This design comes from an exercise in tuning for small area, a short achievable clock period and few clock cycles per item on the open sky130 flow, not from production work.
At most, simulation tests tie the RTL to the original design; equivalence was not proved.
Power and IR drop assume default switching activity.

## babe_dectree
module babe_dectree (
    input  wire        clk,
    input  wire        rst,
    input  wire        start,
    input  wire        first,
    input  wire [15:0] img_w,
    input  wire [15:0] stripe_y,
    input  wire [15:0] stripe_h,
    output wire        busy,
    output wire        fault,
    input  wire        in_valid,
    input  wire [7:0]  in_data,
    output wire        in_ready,
    output wire        job_valid,
    input  wire        job_ready,
    output wire [15:0] job_x,
    output wire [15:0] job_y,
    output wire [15:0] job_w,
    output wire [15:0] job_h,
    output wire [23:0] job_pal,
    output wire [7:0]  job_idx
);
For scale: ~510 flip-flops, roughly 160 I/O pins, about 38000 sq um of cells after synthesis.
clock: 6.0 ns
lec_check: 0
cap_margin: 20
core_margin: 2
core_utilization: 40
place_density: 0.6
setup_slack_margin: 2.6
slew_margin: 20
run.sh (not shown) runs the stock make flow with config.mk's settings and CLKGATE_MAP_FILE= SYNTH_SCRIPT=/design/flow/synth_recipe.tcl, a recipe that flattens the netlist after the stock synthesis.
Testbench counts at the start, summed over its fixed seeds: cycles 11,584, jobs 6,997.
Change:
Settings changed: SETUP_SLACK_MARGIN 2.6 to 1.7.
After rerunning: The new run passed the timing, design-rule and antenna checks. Total power falls by about 5%. Wire length falls by 4.2%. Cell count falls by 2.4%. Setup slack gets worse by 0.47 ns. Register-to-register slack gets worse by 0.47 ns. Flip-flop and latch count is unchanged. Cell area falls by about 5%.
Change:
Settings changed: SETUP_SLACK_MARGIN 1.7 to 2.4.
Worst setup slack gains 0.48 ns.
Design area is higher by 4.7%.
Flip-flop and latch count does not change.
Wire length climbs by 4.0%.
Final cell count grows by 2.2%.
Non-clock buffer count went up by 122.
Utilization rose by 2.1 points.
Synthesized area does not change.
Clock skew stays flat.
Clock-buffer cell count goes up by 2.
Synthesized cell count does not change.
Change:
Settings changed: SETUP_SLACK_MARGIN 2.4 to 2.5.
After rerunning: Total power is higher slightly; via count rose slightly; design area increases slightly.
Change:
Settings changed: SETUP_SLACK_MARGIN 2.5 to 2.2.
The changed run finished with timing, DRC and antenna clean.
Wire length is lower by 0.64%.
Fmax is lower by 3.9%.
Global-route usage is about the same.
Sequential power is about the same.
Setup slack got worse by 0.15 ns.
Change:
Settings changed: CAP_MARGIN 20 to 10, SETUP_SLACK_MARGIN 2.2 to 2.0, SLEW_MARGIN 20 to 10.
Result: Final area is lower slightly; power hardly moves; via count is lower slightly; maximum frequency is lower slightly; die area stays the same; first-iteration DRC count is higher by a few percent; core utilization is lower by 0.50 points; global-route usage is lower by 0.37 points; synthesized area does not change; worst setup slack loses 0.064 ns.

---

== lane 1 ==
babe_dectree, a different RTL version from the one above (not shown whole).
For scale: roughly 3900 cells after synthesis, ~160 I/O pins.
clock: 6.0 ns
lec_check: 0
cap_margin: 20
core_margin: 2
core_utilization: 55
place_density: 0.75
setup_slack_margin: 2.0
slew_margin: 20
Testbench counts of lane 1, summed over its fixed seeds: cycles 11,546, jobs 6,997.
What lane 2 does differently from lane 1 at the input level:
Settings: PLACE_DENSITY now 0.6, was 0.75; CORE_UTILIZATION now 40, was 55.
[summary]
Lane 1: done, clean on timing, DRC and antenna
Lane 2 has completed all stages; timing, DRC and antenna checks passed.
Number of cells on the critical path for lane 2 is lower than for lane 1.
Sequential share of layout area | lane 2 below lane 1
Taking lane 1 as the reference, in lane 2 worst reg-to-reg path cell count -3, number of core rows +18%, worst setup slack after layout +0.079 ns, area of all placed cells without fillers +1.2%.
A worst setup path endpoint of p2b[4]$_DFFE_PP_ is what lane 1 shows, while p2a[4]$_DFFE_PP_ belongs to lane 2.
Taking lane 1 as the reference, in lane 2 slew of the pin with the lowest slew margin moved up; via count moved down; clock share of power moved down.

---

RTL: one of the versions met above, not the one the previous note started from.
Size: ~4100 cells after synthesis, roughly 510 flip-flops.
export LEC_CHECK = 0
export CAP_MARGIN = 20
export CORE_MARGIN = 2
export CORE_UTILIZATION = 40
export PLACE_DENSITY = 0.65
export SETUP_SLACK_MARGIN = 2.4
export SLEW_MARGIN = 20
create_clock -name core_clock -period 6.0 [get_ports {clk}]
Testbench counts at the start, summed over its fixed seeds: cycles 11,584, jobs 6,997.
Edit:
--- a/flow/config.mk
+++ b/flow/config.mk
@@ -11,2 +11,2 @@
-export PLACE_DENSITY = 0.65
-export SETUP_SLACK_MARGIN = 2.4
+export PLACE_DENSITY = 0.6
+export SETUP_SLACK_MARGIN = 2.0
Result: Worst hold slack gains 0.060 ns. Global-route usage increases by 0.62 points. Power decreases by 1.0%. Maximum frequency decreases by about 6%. Die area stays the same. Utilization decreases by 1.1 points. First-iteration DRC count decreases by about 2.6%. Wire length increases by 1.9%. Setup slack loses 0.23 ns. Cell count decreases by about 1%. Non-clock buffer count decreases by 56.

---

Another version of the RTL of babe_dectree (not shown whole).
Size in the first run: ~4000 cells after synthesis, ~160 I/O pins, ~38000 sq um of cells after synthesis.
==> flow/config.mk <==
export PLATFORM = sky130hd
export DESIGN_NAME = babe_dectree
export DESIGN_NICKNAME = babe_dectree
export VERILOG_FILES = /design/flow/design.v
export SDC_FILE = /design/flow/constraint.sdc
export NUM_CORES = 4
export LEC_CHECK = 0
export CAP_MARGIN = 20
export CORE_MARGIN = 2
export CORE_UTILIZATION = 40
export PLACE_DENSITY = 0.6
export SETUP_SLACK_MARGIN = 2.5
export SLEW_MARGIN = 20
==> flow/constraint.sdc <==
create_clock -name core_clock -period 6.0 [get_ports {clk}]
set_input_delay 1.2000 -clock core_clock [delete_from_list [all_inputs] [get_ports {clk}]]
set_output_delay 1.2000 -clock core_clock [all_outputs]
set_load 0.01 [all_outputs]
The starting point finished with timing, DRC and antenna clean.
Change:
--- a/flow/config.mk
+++ b/flow/config.mk
@@ -11,3 +11,3 @@
 export PLACE_DENSITY = 0.6
-export SETUP_SLACK_MARGIN = 2.5
+export SETUP_SLACK_MARGIN = 2.0
 export SLEW_MARGIN = 20
After rerunning: Wire length went down by 0.78%; worst hold slack degrades by 6.7 ps; power went down by 1.5%; area after synthesis stays the same; via count went down by 0.80%; critical path depth went up by 3; die area stays the same; clock-buffer cell count went up by 7; cell count went down by 1.1%; synthesized cell count stays the same; combinational power went down by 5.2%.
Function was not checked in any run of this note: the RTL went through the layout flow alone.

[afterwards: timing with drivers on the ports]
In the flow no input, the clock included, has a driving cell. The finished layouts below were timed again as built, in two steps. Step 1: set_driving_cell puts a clkbuf_16 on clk and a buf_2 on each other input, an assumption about the parent block. Step 2 adds t to the input delays and takes it off the output delays; t is the mean of the earliest and latest rising clock arrival at the registers after step 1. Input paths then give back, and output paths get back, about the clock's delay inside the block. a / b / c = ideal / step 1 / step 2; a / b = the first two.
| run | shift t [ns] | setup slack, ns | worst setup path at the end | latest minus earliest clock arrival (ns) |
|---|---|---|---|---|
| the first run of note 1 | 0.728 | 2.259 / 2.259 / 1.742 | input to register | 0.021 / 0.021 |
| the second run of note 1 | 0.748 | 1.787 / 1.787 / 1.301 | input to register | 0.024 / 0.024 |
| the third run of note 1 | 0.730 | 2.270 / 2.270 / 1.692 | input to register | 0.024 / 0.024 |
| the fourth run of note 1 | 0.727 | 2.287 / 2.287 / 1.752 | input to register | 0.028 / 0.028 |
| the fifth run of note 1 | 0.731 | 2.134 / 2.134 / 1.552 | input to register | 0.026 / 0.026 |
| the sixth run of note 1 | 0.722 | 2.071 / 2.071 / 1.426 | input to register | 0.044 / 0.044 |
| lane 1 | 0.703 | 1.811 / 1.811 / 1.498 | input to register | 0.026 / 0.026 |
| lane 2 | 0.727 | 1.890 / 1.890 / 1.470 | input to register | 0.032 / 0.032 |
| the first run of note 3 | 0.715 | 2.305 / 2.305 / 1.797 | input to register | 0.056 / 0.057 |
| the second run of note 3 | 0.722 | 2.071 / 2.071 / 1.426 | input to register | 0.044 / 0.044 |
| the first run of note 4 | 0.706 | 1.942 / 1.942 / 1.880 | input to register | 0.029 / 0.029 |
| the second run of note 4 | 0.708 | 1.851 / 1.851 / 1.587 | input to register | 0.032 / 0.031 |
After both steps every run listed still meets setup and hold.
